Context: an optimization exercise on an open-source flow, tuned for small area, a short achievable clock period and few clock cycles. The choices shown serve that exercise and are no tape-out recipe.
Only simulation tests tie the RTL to the original design; equivalence was not proved.
Power figures rest on the tool's default switching activity, not on a simulated workload.

==> inputs of job 2996 <==
==> flow/design.v <==
module pluto_rx_step (
    input  wire [15:0] blk,
    output wire [2:0]  mis
);
    localparam [15:0] P16 = 16'hB4E5;
    wire [15:0] e = blk ^ P16;
    integer k;
    reg [4:0] s;
    always @* begin
        s = 5'd0;
        for (k = 0; k < 16; k = k + 1)
            s = s + {4'd0, e[k]};
    end
    assign mis = (s > 5'd7) ? 3'd7 : s[2:0];
endmodule
module pluto_rx (
    input  wire        clk,
    input  wire        rst,
    input  wire        cmd_valid,
    output wire        cmd_ready,
    input  wire [7:0]  cmd,
    input  wire        in_valid,
    output wire        in_ready,
    input  wire [7:0]  in_data,
    input  wire [3:0]  in_nbits,
    input  wire        in_last,
    output reg         out_valid,
    output reg  [7:0]  out_byte,
    output reg         rsp_valid,
    output wire [3:0]  rsp_status,
    output reg  [2:0]  rsp_sub,
    output reg  [31:0] rsp_value
);
    localparam [1:0] OP_CRC = 2'd0, OP_DEC = 2'd1, OP_FIND = 2'd2, OP_ILL = 2'd3;
    localparam [1:0] ST_OK = 2'd0, ST_NONE = 2'd1, ST_ILLEGAL = 2'd2;
    localparam [31:0] MAX_LEN = 32'd50_000_000;
    function [31:0] crc_byte(input [31:0] c, input [7:0] d);
        integer k;
        reg [31:0] r;
        begin
            r = c ^ {24'd0, d};
            for (k = 0; k < 8; k = k + 1)
                r = r[0] ? ((r >> 1) ^ 32'hEDB88320) : (r >> 1);
            crc_byte = r;
        end
    endfunction
    reg        phase;               
    reg [1:0]  op, rate;            
    reg [7:0]  X;                   
    reg [3:0]  t0_m;                
    reg        t0_beat, t0_last, t0_cmd, t0_ill;
    assign cmd_ready = ~phase;
    assign in_ready  = phase;
    wire cmd_fire  = cmd_valid & ~phase;
    wire in_fire   = in_valid & phase;
    wire cmd_crc   = (cmd == 8'h40);
    wire cmd_dec   = (cmd[7:2] == 6'b1000_00);
    wire cmd_find  = (cmd == 8'h90);
    wire cmd_legal = cmd_crc | cmd_dec | cmd_find;
    always @(posedge clk) begin
        if (rst) begin
            phase   <= 1'b0;
            t0_beat <= 1'b0;
            t0_cmd  <= 1'b0;
            t0_ill  <= 1'b0;
        end else begin
            t0_beat <= in_fire;
            t0_cmd  <= cmd_fire & cmd_legal;
            t0_ill  <= cmd_fire & ~cmd_legal;
            if (cmd_fire & cmd_legal)
                phase <= 1'b1;
            else if (in_fire & in_last)
                phase <= 1'b0;
        end
        if (cmd_fire) begin
            op   <= cmd_crc ? OP_CRC : (cmd_dec ? OP_DEC : OP_FIND);
            rate <= cmd[1:0];
        end
        X       <= in_data;
        t0_last <= in_last;
        t0_m    <= !in_last ? 4'd8 : (in_nbits > 4'd8 ? 4'd8 : in_nbits);
    end
    reg  [11:0] bc;                 
    reg  [78:0] W;                  
    reg  [31:0] R;                  
    reg         lenbad;
    reg  [1:0]  gp;                 
    reg  [1:0]  cy;                 
    reg  [7:1]  cur;                
    reg  [2:0]  accn;               
    reg  [23:0] H1, H2, H3, H4, H5, H6;    
    wire is_dec  = (op == OP_DEC);
    wire is_find = (op == OP_FIND);
    wire is_crc  = (op == OP_CRC);
    wire hdr_lt8 = (bc[11:3] == 9'd0);
    wire [86:0] V = {W, X};
    wire x0 = X[7], x1 = X[6], x2 = X[5], x3 = X[4];
    wire x4 = X[3], x5 = X[2], x6 = X[1], x7 = X[0];
    function maj(input a, input b, input c);
        maj = (a & b) | (a & c) | (b & c);
    endfunction
    wire        u3   = (rate == 2'd3);
    wire        big  = (R[31:5] != 27'd0) || (u3 ? (R[4:0] > 5'd24) : (R[4:0] > 5'd8));
    reg  [3:0]  vv;
    always @* begin
        if (!u3) vv = R[3:0];
        else case (R[4:0])
            5'd0: vv = 4'd0;
            5'd1, 5'd2, 5'd3: vv = 4'd1;
            5'd4, 5'd5, 5'd6: vv = 4'd2;
            5'd7, 5'd8, 5'd9: vv = 4'd3;
            5'd10, 5'd11, 5'd12: vv = 4'd4;
            5'd13, 5'd14, 5'd15: vv = 4'd5;
            5'd16, 5'd17, 5'd18: vv = 4'd6;
            5'd19, 5'd20, 5'd21: vv = 4'd7;
            default: vv = 4'd8;
        endcase
    end
    wire        pay  = t0_beat & is_dec & ~hdr_lt8 & ~lenbad;
    wire [3:0]  vcap = big ? 4'd8 : vv;
    wire [3:0]  v    = !pay ? 4'd0 : (vcap < t0_m ? vcap : t0_m);
    wire        paydone = ~big & (vv <= t0_m);
    reg [5:0] dd;
    reg [7:0] em;                   
    always @* begin
        case (rate)
        2'd0: begin
            dd = {x0 | x1, x2 | x3, x4 | x5, x6 | x7, 2'b00};
            em = 8'b1010_1010;
        end
        2'd1: case (gp)
            2'd0: begin
                dd = {maj(x0, x1, x2), maj(x3, x4, x5), 4'b0000};
                em = 8'b0010_0100;
            end
            2'd1: begin
                dd = {maj(cy[0], x0, x1), maj(x2, x3, x4), maj(x5, x6, x7), 3'b000};
                em = 8'b1001_0010;
            end
            default: begin
                dd = {maj(cy[1], cy[0], x0), maj(x1, x2, x3), maj(x4, x5, x6), 3'b000};
                em = 8'b0100_1001;
            end
            endcase
        2'd2: case (gp)
            2'd0: begin
                dd = {x0, x1, x3, x4, x6, x7};
                em = 8'b1101_1011;
            end
            2'd1: begin
                dd = {x0, x2, x3, x5, x6, 1'b0};
                em = 8'b0110_1101;
            end
            default: begin
                dd = {x1, x2, x4, x5, x7, 1'b0};
                em = 8'b1011_0110;
            end
            endcase
        default: begin
            dd = {x0, x1, x2, x4, x5, x6};
            em = 8'b0111_0111;
        end
        endcase
    end
    reg [2:0] k;
    integer p;
    always @* begin
        k = 3'd0;
        for (p = 0; p < 8; p = p + 1)
            if (em[p] && p < v) k = k + 3'd1;
    end
    wire [5:0]  ddm  = dd & ~(6'b111111 >> k);
    wire [15:0] B    = {cur, 9'd0} | ({ddm, 10'd0} >> accn);
    wire [3:0]  tot  = {1'b0, accn} + {1'b0, k};
    wire        emit = tot[3];
    wire [2:0] S [0:7];
    wire [2:0] D [0:7];
    wire [7:0] lane_ok;
    genvar gi;
    generate
        for (gi = 0; gi < 8; gi = gi + 1) begin : g_lane
            pluto_rx_step u_blk (.blk(V[86-gi -: 16]), .mis(S[gi]));
            wire [4:0] sum = {2'b00, S[gi]} + {2'b00, H2[3*gi +: 3]} +
                             {2'b00, H4[3*gi +: 3]} + {2'b00, H6[3*gi +: 3]};
            assign D[gi] = (sum > 5'd7) ? 3'd7 : sum[2:0];
            assign lane_ok[gi] = (gi < t0_m) &&
                ((bc >= 12'd16) || (bc == 12'd15 && gi == 7)) &&
                ((bc <= 12'd3764) || (bc == 12'd3765 && gi <= 6));
        end
    endgenerate
    wire [23:0] Snew = {S[7], S[6], S[5], S[4], S[3], S[2], S[1], S[0]};
    reg        t1_cmd, t1_end, t1_bv;
    reg [1:0]  t1_op, t1_sub;
    reg [7:0]  t1_byte;
    reg [23:0] t1_d;
    reg [7:0]  t1_lv;
    always @(posedge clk) begin
        if (rst) begin
            t1_cmd    <= 1'b0;
            t1_end    <= 1'b0;
            t1_bv     <= 1'b0;
            out_valid <= 1'b0;
        end else begin
            t1_cmd    <= t0_cmd;
            t1_end    <= t0_ill | (t0_beat & t0_last);
            t1_bv     <= t0_beat & (is_crc ? (t0_m == 4'd8) : (is_dec & emit));
            out_valid <= t0_beat & is_dec & emit;
        end
        t1_op   <= t0_ill ? OP_ILL : op;
        if (hdr_lt8 && (bc != 12'd7 || t0_m != 4'd8)) t1_sub <= 2'd1;
        else if (lenbad)                              t1_sub <= 2'd2;
        else if (hdr_lt8 || !paydone)                 t1_sub <= 2'd3;
        else                                          t1_sub <= 2'd0;
        t1_byte <= is_dec ? B[15:8] : X;
        out_byte <= B[15:8];
        t1_d    <= {D[7], D[6], D[5], D[4], D[3], D[2], D[1], D[0]};
        t1_lv   <= (t0_beat && is_find) ? lane_ok : 8'd0;
        if (t0_cmd) begin
            bc   <= 12'd0;
            gp   <= 2'd0;
            cur  <= 7'd0;
            accn <= 3'd0;
        end else if (t0_beat) begin
            if (bc != 12'hFFF) bc <= bc + 12'd1;
            if (!(is_dec && !hdr_lt8)) W <= V[78:0];
            H1 <= Snew; H2 <= H1; H3 <= H2; H4 <= H3; H5 <= H4; H6 <= H5;
            if (is_dec && bc == 12'd4) begin
                lenbad <= (W[31:0] == 32'd0) || (W[31:0] > MAX_LEN);
                case (rate)
                2'd0: R <= {W[27:0], 4'd0};
                2'd1: R <= {W[27:0], 4'd0} + {W[28:0], 3'd0};
                2'd2: R <= {W[28:0], 3'd0} + {W[29:0], 2'd0};
                default: R <= {W[26:0], 5'd0};
                endcase
            end
            if (pay) begin
                R    <= big ? R - (u3 ? 32'd24 : 32'd8) : 32'd0;
                gp   <= (rate[1] == rate[0]) ? 2'd0 :
                        (gp == 2'd0 ? 2'd2 : (gp == 2'd2 ? 2'd1 : 2'd0));
                cy   <= {x6, x7};
                cur  <= emit ? B[7:1] : B[15:9];
                accn <= tot[2:0];
            end
        end
    end
    reg [31:0] crc;
    reg [2:0]  bestd;               
    reg [14:0] bestoff;             
    reg        stop;
    reg        t2_end;
    reg [1:0]  t2_op, t2_sub;
    function [6:0] pick(input [6:0] a, input [6:0] b);    
        begin
            if (a[6])                pick = a;
            else if (b[5:3] < a[5:3]) pick = b;
            else                      pick = {b[6], a[5:0]};
        end
    endfunction
    wire [6:0] L [0:7];
    generate
        for (gi = 0; gi < 8; gi = gi + 1) begin : g_leaf
            assign L[gi] = t1_lv[gi] ? {t1_d[3*gi +: 3] <= 3'd2, t1_d[3*gi +: 3], gi[2:0]}
                                     : {1'b0, 3'd7, gi[2:0]};
        end
    endgenerate
    wire [6:0] P01 = pick(L[0], L[1]), P23 = pick(L[2], L[3]);
    wire [6:0] P45 = pick(L[4], L[5]), P67 = pick(L[6], L[7]);
    wire [6:0] P03 = pick(P01, P23), P47 = pick(P45, P67);
    wire [6:0] PA  = pick(P03, P47);
    always @(posedge clk) begin
        if (rst) t2_end <= 1'b0;
        else     t2_end <= t1_end;
        t2_op  <= t1_op;
        t2_sub <= t1_sub;
        if (t1_cmd) begin
            crc   <= 32'hFFFF_FFFF;
            bestd <= 3'd7;
            stop  <= 1'b0;
        end else begin
            if (t1_bv) crc <= crc_byte(crc, t1_byte);
            if (!stop) begin
                if (PA[5:3] < bestd) begin
                    bestd   <= PA[5:3];
                    bestoff <= {bc, PA[2:0]};
                end
                if (PA[6]) stop <= 1'b1;
            end
        end
    end
    reg [1:0] st;
    assign rsp_status = {2'b00, st};
    wire [14:0] off = bestoff - 15'd135;
    always @(posedge clk) begin
        if (rst) rsp_valid <= 1'b0;
        else     rsp_valid <= t2_end;
        case (t2_op)
        OP_CRC: begin
            st <= ST_OK; rsp_sub <= 3'd0; rsp_value <= ~crc;
        end
        OP_DEC: begin
            rsp_value <= 32'd0;
            if (t2_sub != 2'd0) begin
                st <= ST_NONE; rsp_sub <= {1'b0, t2_sub};
            end else if (~crc != W[31:0]) begin
                st <= ST_NONE; rsp_sub <= 3'd6;
            end else begin
                st <= ST_OK; rsp_sub <= 3'd0;
            end
        end
        OP_FIND: begin
            rsp_sub <= 3'd0;
            if (bestd != 3'd7) begin
                st <= ST_OK; rsp_value <= {17'd0, off};
            end else begin
                st <= ST_NONE; rsp_value <= 32'd0;
            end
        end
        default: begin
            st <= ST_ILLEGAL; rsp_sub <= 3'd0; rsp_value <= 32'd0;
        end
        endcase
    end
endmodule
==> flow/run.sh <==
#!/bin/bash
# synth_recipe.tcl (not shown) runs the flow's synth.tcl, then flattens the netlist and writes it again
# the make line also repeats each setting of config.mk as NAME=value (left out here)
make -C /OpenROAD-flow-scripts/flow DESIGN_CONFIG=/design/flow/config.mk WORK_HOME=/design/flow/orfs CLKGATE_MAP_FILE= SYNTH_SCRIPT=/design/flow/synth_recipe.tcl finish
==> flow/config.mk <==
export PLATFORM = sky130hd
export DESIGN_NAME = pluto_rx
export DESIGN_NICKNAME = pluto_rx
export VERILOG_FILES = /design/flow/design.v
export SDC_FILE = /design/flow/constraint.sdc
export NUM_CORES = 4
export LEC_CHECK = 0
export CAP_MARGIN = 20
export CORE_MARGIN = 2
export CORE_UTILIZATION = 40
export SLEW_MARGIN = 20
==> flow/constraint.sdc <==
create_clock -name core_clock -period 10.0 [get_ports {clk}]
set_input_delay 2.0000 -clock core_clock [delete_from_list [all_inputs] [get_ports {clk}]]
set_output_delay 2.0000 -clock core_clock [all_outputs]
set_load 0.01 [all_outputs]
==> job 2432 (differences from job 2996) <==
- ABC_CLOCK_PERIOD_IN_PS: default -> 3000
- SETUP_SLACK_MARGIN: default -> 5
==> qor summary <==
metric	job 2996	job 2432
Outcome	timing/DRC/antenna clean	timing/DRC/antenna clean
Highest net fanout along the worst path	12	7
Number of buffers created by CTS	51	50
Largest net degree at the start of global routing	81	82
Switching share of power	23.9%	23.7%
Post-Layout Inst Area	29600 sq um	31400 sq um
Clock Power Share	44.5%	43.6%
Met1 Use GR	24.9%	25.9%
Non-filler instance count after layout	3383	3499
Peak VDD IR	100 uV	135 uV
Leakage power	11.9 nW	12.5 nW
Critical path data required time	10.47 ns	10.48 ns
Count of clock buffers in the final design	66	72
Sequential group share of total power	48.2%	48.6%
Testbench counts of job 2996, summed over its fixed seeds: cycles 38,307.
Testbench counts of job 2432, summed over its fixed seeds: cycles 38,307.

==> static timing again, ports no longer ideal <==
The flow's constraints put no driver on any port. The routed layouts listed below were extracted and timed again, unchanged, in two steps.
Step 1 (the two cells are an assumption about what drives the block):
set clk [get_ports {clk}]
set_driving_cell -lib_cell sky130_fd_sc_hd__clkbuf_16 $clk
set_driving_cell -lib_cell sky130_fd_sc_hd__buf_2 [delete_from_list [all_inputs] $clk]
Step 2 moves the port delays by t, midway between the first and last clock arrival at a register: inputs arrive t later, outputs are due t later. That takes back most of the time a late clock gives input paths.
Three values: ideal, step 1, step 2; two values: the first two.
run | t (ns) | slack for setup (ns) | worst setup path after step 2
job 2996 | 0.657 | 0.418 / 0.418 / 0.418 | register to register
job 2432 | 0.663 | 1.268 / 1.268 / 1.268 | register to register
After both steps every run listed still meets setup and hold.
